Source: an optimization exercise on an open RTL-to-GDS flow (aim: small area, a short achievable clock period and few clock cycles per item). Production flows keep margins and buffers that such runs may drop.
In this exercise RTL edits were held to simulation tests only and were not proved equivalent to the original.
No activity file was given, so power comes from the tool's default toggle rates.

===== config.mk =====
export PLATFORM = sky130hd
export DESIGN_NAME = qspi_lmx_xpose
export DESIGN_NICKNAME = qspi_lmx_xpose
export VERILOG_FILES = /design/flow/design.v
export SDC_FILE = /design/flow/constraint.sdc
export NUM_CORES = 4
export LEC_CHECK = 0
export CAP_MARGIN = 20
export CORE_MARGIN = 2
export CORE_UTILIZATION = 40
export SLEW_MARGIN = 20

===== constraint.sdc =====
create_clock -name core_clock -period 13.5 [get_ports {clk}]
set_input_delay 2.7000 -clock core_clock [delete_from_list [all_inputs] [get_ports {clk}]]
set_output_delay 2.7000 -clock core_clock [all_outputs]
set_load 0.01 [all_outputs]

===== design.v =====
module qspi_lmx_xpose (
    input  wire        clk,
    input  wire        rst,
    input  wire        cfg_we,
    input  wire [4:0]  cfg_addr,
    input  wire [31:0] cfg_wdata,
    input  wire        start,
    output wire        busy,
    output reg         done,
    output reg  [14:0] xfer_len,
    output reg         warn_clamped,
    output reg         warn_mismatch,
    output reg         warn_all_empty,
    output reg         mem_req_valid,
    input  wire        mem_req_ready,
    output reg  [29:0] mem_req_addr,
    input  wire        mem_rsp_valid,
    input  wire [31:0] mem_rsp_data,
    output reg         out_valid,
    input  wire        out_ready,
    output wire [31:0] out_data
);
    localparam [14:0] MAX_LANE_CLAMP = 15'd16384;
    localparam [2:0] S_IDLE = 3'd0,
                     S_CALC = 3'd1,
                     S_LANE = 3'd2,
                     S_REQ  = 3'd3,
                     S_WAIT = 3'd4,
                     S_OUT  = 3'd5;
    reg [31:0] lane_ptr    [0:3];
    reg [31:0] lane_len    [0:3];
    reg [31:0] lane_pad    [0:3];
    reg [1:0]  lane_padlen [0:3];    
    reg [2:0]  lane_count;
    reg [2:0]  state;
    integer k;
    always @(posedge clk) begin
        if (rst) begin
            for (k = 0; k < 4; k = k + 1) begin
                lane_ptr[k]    <= 32'd0;
                lane_len[k]    <= 32'd0;
                lane_pad[k]    <= 32'd0;
                lane_padlen[k] <= 2'd0;
            end
            lane_count <= 3'd0;
        end else if (cfg_we && state == S_IDLE && !start) begin
            if (cfg_addr[4]) begin
                if (cfg_addr[3:0] == 4'd0)
                    lane_count <= cfg_wdata[2:0];
            end else begin
                case (cfg_addr[1:0])
                    2'd0: lane_ptr[cfg_addr[3:2]]    <= cfg_wdata;
                    2'd1: lane_len[cfg_addr[3:2]]    <= cfg_wdata;
                    2'd2: lane_pad[cfg_addr[3:2]]    <= cfg_wdata;
                    2'd3: lane_padlen[cfg_addr[3:2]] <= cfg_wdata[1:0] - 2'd1;
                endcase
            end
        end
    end
    reg [31:0] len_max;
    reg [31:0] len_min;
    reg [14:0] calc_len;
    reg [35:0] min_x10;
    reg [35:0] max_x9;
    always @(*) begin
        len_max = 32'd0;
        len_min = 32'hFFFFFFFF;
        for (k = 0; k < 4; k = k + 1) begin
            if (k < lane_count) begin
                if (lane_len[k] > len_max) len_max = lane_len[k];
                if (lane_len[k] < len_min) len_min = lane_len[k];
            end
        end
        if (lane_count == 3'd0)
            calc_len = 15'd0;
        else if (len_max > {17'd0, MAX_LANE_CLAMP})
            calc_len = MAX_LANE_CLAMP;
        else
            calc_len = len_max[14:0];
        min_x10 = {4'd0, len_min} * 36'd10;
        max_x9  = {4'd0, len_max} * 36'd9;
    end
    reg [14:0] gap     [0:3];    
    reg [1:0]  phase   [0:3];    
    reg [7:0]  lane_byte [0:3];
    reg [14:0] pos;              
    reg [1:0]  lane;             
    reg [1:0]  byte_sel;         
    wire [14:0] cur_gap   = gap[lane];
    wire [31:0] data_addr = lane_ptr[lane] + {17'd0, pos} - {17'd0, cur_gap};
    wire        lane_used = ({1'b0, lane} < lane_count);
    function [7:0] pad_sel;
        input [31:0] frame;
        input [1:0]  idx;
        begin
            case (idx)
                2'd0: pad_sel = frame[7:0];
                2'd1: pad_sel = frame[15:8];
                2'd2: pad_sel = frame[23:16];
                default: pad_sel = frame[31:24];
            endcase
        end
    endfunction
    always @(posedge clk) begin
        if (rst) begin
            state          <= S_IDLE;
            done           <= 1'b0;
            mem_req_valid  <= 1'b0;
            mem_req_addr   <= 30'd0;
            out_valid      <= 1'b0;
            xfer_len       <= 15'd0;
            warn_clamped   <= 1'b0;
            warn_mismatch  <= 1'b0;
            warn_all_empty <= 1'b0;
            pos            <= 15'd0;
            lane           <= 2'd0;
            byte_sel       <= 2'd0;
            for (k = 0; k < 4; k = k + 1) begin
                gap[k]       <= 15'd0;
                phase[k]     <= 2'd0;
                lane_byte[k] <= 8'd0;
            end
        end else begin
            done <= 1'b0;
            case (state)
                S_IDLE: begin
                    if (start)
                        state <= S_CALC;
                end
                S_CALC: begin
                    xfer_len       <= calc_len;
                    warn_all_empty <= (lane_count != 3'd0) && (len_max == 32'd0);
                    warn_clamped   <= (lane_count != 3'd0) && (len_max > {17'd0, MAX_LANE_CLAMP});
                    warn_mismatch  <= (lane_count != 3'd0) && (len_max != 32'd0) && (min_x10 < max_x9);
                    for (k = 0; k < 4; k = k + 1) begin
                        phase[k] <= 2'd0;
                        if (lane_len[k] < {17'd0, calc_len})
                            gap[k] <= calc_len - lane_len[k][14:0];
                        else
                            gap[k] <= 15'd0;
                    end
                    pos  <= 15'd0;
                    lane <= 2'd0;
                    if (calc_len == 15'd0) begin
                        done  <= 1'b1;
                        state <= S_IDLE;
                    end else begin
                        state <= S_LANE;
                    end
                end
                S_LANE: begin
                    if (!lane_used) begin
                        lane_byte[lane] <= pad_sel(lane_pad[0], phase[0]);
                        lane  <= lane + 2'd1;
                        state <= (lane == 2'd3) ? S_OUT : S_LANE;
                    end else if (pos < cur_gap) begin
                        lane_byte[lane] <= pad_sel(lane_pad[lane], phase[lane]);
                        lane  <= lane + 2'd1;
                        state <= (lane == 2'd3) ? S_OUT : S_LANE;
                    end else begin
                        mem_req_valid <= 1'b1;
                        mem_req_addr  <= data_addr[31:2];
                        byte_sel      <= data_addr[1:0];
                        state         <= S_REQ;
                    end
                end
                S_REQ: begin
                    if (mem_req_ready) begin
                        mem_req_valid <= 1'b0;
                        state         <= S_WAIT;
                    end
                end
                S_WAIT: begin
                    if (mem_rsp_valid) begin
                        lane_byte[lane] <= pad_sel(mem_rsp_data, byte_sel);
                        lane  <= lane + 2'd1;
                        state <= (lane == 2'd3) ? S_OUT : S_LANE;
                    end
                end
                S_OUT: begin
                    if (!out_valid) begin
                        out_valid <= 1'b1;
                    end else if (out_ready) begin
                        out_valid <= 1'b0;
                        for (k = 0; k < 4; k = k + 1)
                            phase[k] <= (phase[k] == lane_padlen[k]) ? 2'd0 : phase[k] + 2'd1;
                        if (pos == xfer_len - 15'd1) begin
                            done  <= 1'b1;
                            state <= S_IDLE;
                        end else begin
                            pos   <= pos + 15'd1;
                            state <= S_LANE;
                        end
                    end
                end
                default: state <= S_IDLE;
            endcase
        end
    end
    assign busy = (state != S_IDLE);
    reg [31:0] word;
    integer b, j;
    always @(*) begin
        for (b = 0; b < 8; b = b + 1)
            for (j = 0; j < 4; j = j + 1)
                word[4*b + j] = lane_byte[j][b];
    end
    assign out_data = {word[7:0], word[15:8], word[23:16], word[31:24]};
endmodule

===== run.sh =====
#!/bin/bash
# synth_recipe.tcl (not shown) runs the flow's synth.tcl, then flattens the netlist and writes it again
# the make line also repeats each setting of config.mk as NAME=value (left out here)
make -C /OpenROAD-flow-scripts/flow DESIGN_CONFIG=/design/flow/config.mk WORK_HOME=/design/flow/orfs CLKGATE_MAP_FILE= SYNTH_SCRIPT=/design/flow/synth_recipe.tcl finish

==> results.json <==
{
  "ys_ff_latch": 570,
  "antenna_found_initial": 1,
  "grt_start_max_net_pins": 79,
  "cts_root_buf": "clkbuf_16",
  "synth_top_area_share": 0.3133,
  "netlist_area_sq_um": 40640,
  "worst_setup_path_start_kind": "flip-flop",
  "die-area_sq_um": 104200,
  "tritoncts.num_buffers": 61,
  "detail-route-antenna-nets": 0,
  "cap_violations": 0,
  "grt_usage": 0.2602,
  "final_util": 0.4682,
  "syn_to_final_growth_pct": 15.70,
  "hpwl_um": 102300,
  "max_clock_freq_ghz": 0.07786,
  "nets": 5087,
  "r2r_slack_ns": 0.66,
  "rsz0062_at_grt": "true",
  "maxSlewViolCount": 0,
  "cts.sinks": 570,
  "clkSlewWorstSetupHoldPaths_ns": 0.06,
  "fin_crit_sh": 0.9514,
  "fin_area_sq_um": 47030,
  "p_seq_frac": 0.439,
  "start_util": 0.4047,
  "drive_gt1_frac": 0.09709,
  "n_fill_cell": 9689,
  "setup_viol": 0,
  "vias": 33420,
  "routed_wl_um": 137200,
  "hold_viol": 0,
  "avgSynthCellArea_sq_um": 9.426,
  "clockBufferDepth": 3,
  "ios": 160,
  "postPlaceCellArea_sq_um": 44310,
  "tritoncts": "done",
  "outcome": "no timing/DRC/antenna violations",
  "synth_top_family_by_area": "adder cells",
  "portBuffers": 159,
  "synth_common_cells": "581 x nor2_1, 501 x ha_1, 426 x inv_1",
  "pwr-share-comb": 0.156,
  "wire_per_inst_um": 23.25,
  "cp_common_cell": "a21oi_1",
  "synth_warnings": 3,
  "drc": 0,
  "synth_fa_ha_area_frac": 0.1651,
  "yosysMostFrequentCell": "nor2_1",
  "tns_ns": 0,
  "synthTopCellsByArea": "edfxtp_1 31%, ha_1 15%, dfxtp_1 7.2%, nor2_1 5.4%, mux4_2 4.0%",
  "yosysSeqAreaShare": 0.3852,
  "power.share.switching": 0.2737,
  "syn_nets": 4910,
  "worstMarginPinSlew_ns": 1.082,
  "cpMaxStageDelayCell": "fa_1",
  "fin_crit_ns": 12.84,
  "synth-simple-area-share": 0.1516,
  "ys.flop_type": "edfxtp_1",
  "clockPowerShare": 0.406,
  "power_switching_mw": 1.237,
  "overflow": 0,
  "cts.htree.levels": 2,
  "std_cell_rows": 116,
  "die_x_um": 322.8,
  "power.leakage_nw": 20.30,
  "drt_pre_antenna_iters": 6,
  "yosysTopAreaCell": "edfxtp_1",
  "crit_path_end_kind": "flip-flop",
  "synth_compound_area_frac": 0.1414,
  "synth_edf_count": 424,
  "intPower_mw": 3.282,
  "finClkSkew_ns": 0.05488,
  "dieHeight_um": 322.8,
  "layoutNonFillerInstCount": 5902,
  "core-area_sq_um": 100400,
  "power_density_nw_per_um2": 96.10,
  "grt_pass1_vias": 31670,
  "grt_pass1_wl_um": 204100,
  "peakVddDrop_v": 0.0001007,
  "gp_routability_congestion": 0.9831,
  "cp_max_fo": 32,
  "hold_path_class": "flip-flop to flip-flop",
  "critical_path_class": "flip-flop to flip-flop",
  "slowest_delay_ns": 0.54,
  "slew_headroom": 0.2789,
  "synth_mux_area_frac": 0.06585,
  "worstPathRequired_ns": 14.03,
  "placed_cells": 5760,
  "netlist_instances": 4312,
  "synth_cell_types": 82,
  "drt_first_iter_violations": 3371,
  "finalPower_mw": 4.519,
  "async_flop_share": 0,
  "synth_xor_area_frac": 0.03512,
  "arrival_ns": 13.37,
  "viasPerCell": 5.663,
  "clk_latency_ns": 0.68
}
==> power groups by stage <==
stage | sequential, mW | clock (mW) | combinational (mW)
final | 1.98 | 1.83 | 0.703
after global routing | 1.98 | 1.92 | 0.781
after CTS | 1.98 | 1.86 | 0.684
after detailed placement | 2.02 | 0 | 0.678
after global placement | 2.02 | 0 | 0.674
after floorplan | 1.99 | 0 | 0.458
==> cells by family (layout without fill, tap and decap cells) <==
family                     Yosys count  in the layout
DFF                                570            570
other                                0              3
AOI/OAI and AO/OA                  905            905
muxes                              172            172
adders and majority gates          524            524
and+or+nand+nor                   1379           1381
xor gates and xnor gates           163            163
buffers and inverters              599            827
==> worst paths after layout <==
kind,startpoint,to,depth (start not counted)
hold reg to reg,mem_req_addr[18]$_SDFFE_PP0P_,mem_req_addr[18]$_SDFFE_PP0P_,2
setup reg to reg,lane_count[1]$_SDFFE_PP0P_,gap[3][14]$_SDFFE_PP0P_,55
hold / removal,mem_req_addr[18]$_SDFFE_PP0P_,mem_req_addr[18]$_SDFFE_PP0P_,2
setup / recovery,lane_count[1]$_SDFFE_PP0P_,gap[3][14]$_SDFFE_PP0P_,55
==> state kept, by name (all words and copies together) (netlist names), 8 cells and up, named ones only <==
| register | cells |
|---|---|
| lane_ptr | 128 |
| pos | 15 |
| lane_len | 128 |
| mem_req_addr | 30 |
| gap | 60 |
| lane_pad | 128 |
| xfer_len | 15 |
| lane_byte | 32 |
| phase | 8 |
| lane_padlen | 8 |
==> layout make-up <==
cell class	count	area, sq um	share of cell area
Sequential cell	570	15670	0.3331
Clock inverter	35	476.7	0.01014
Multi-Input combinational cell	3145	23270	0.4948
Antenna cell	3	7.507	0.0001596
Timing Repair Buffer	281	2600	0.05529
Tap cell	1357	1698	0.03610
Clock buffer	81	1697	0.03608
Inverter	430	1614	0.03432
==> stage by stage <==
step,hold WS [ns],worst slack [ns]
after CTS,0.4549,0.02608
after detailed placement,0.4471,-0.3152
after global routing,0.4761,-0.1675
final,0.4535,0.6562
after global placement,0.4409,-0.2887
after floorplan,0.4438,0.05085
==> critical path: cells and delay by family, from the launching register on <==
kind,cells,cell delay (ns)
muxes,2,0.70
adders and majority gates,4,1.30
and+or+nand+nor,16,3.62
AOI/OAI and AO/OA,22,4.46
buffers and inverters,10,2.12
xor gates and xnor gates,1,0.12
DFF,1,0.38
==> what timing repair did <==
| action | 4_1_cts | 5_1_grt |
|---|---|---|
| pin swaps | 1 | 18 |
| hold endpoints to repair | 0 | 0 |
| setup buffers | 3 | 16 |
| endpoints found under the setup margin | 1 | 32 |
| gates resized for setup | 12 | 77 |
| cloned | 2 | 2 |
| hold buffers | 0 | 0 |
==> per-layer routing <==
metal | wire [um] | track usage
met3 | 9578 | 0.03510
met5 | 0 | 0
met4 | 5646 | 0.1008
met2 | 61970 | 0.4133
met1 | 60040 | 0.3593
==> cells in the final DEF, fill, tap and decap left out, types with 83 or more instances in the layout <==
master           Yosys  routed
edfxtp_1           424     424
nand2_1            364     363
inv_1              426     425
nor2_1             581     575
o21ai_0            203     175
clkdlybuf4s50_1      0     158
ha_1               501     501
xnor2_1             98      97
a21oi_1            311     295
dfxtp_1            146     142
a21o_1              83      83
buf_4                2     112
Testbench counts, summed over its fixed seeds: cycles 111,714, items 7,883.

[separate check: timing with driven ports]
The results above use ideal ports. As a check the final layout listed here was re-extracted and re-timed, cells and wires unchanged.
Step 1, drivers: a clkbuf_16 drives clk and a buf_2 each remaining input, both assumed.
Step 2 also shifts input and output timing later by t, the mid clock arrival at the registers, as if the neighbouring blocks saw the same clock.
Three values: ideal ports, drivers, drivers and shift; two values: the first two.
t, ns: 0.726
setup WS [ns]: 0.656 / 0.656 / 0.656
hold slack, ns: 0.454 / 0.454 / 0.454
slew at the worst register clock pin (ns): 0.07 / 0.07
pins driven straight from the clock port: 1
After both steps this run still meets setup and hold. For this run, drivers alone change the setup slack by 0.000 ns; drivers and shift together by 0.000 ns.
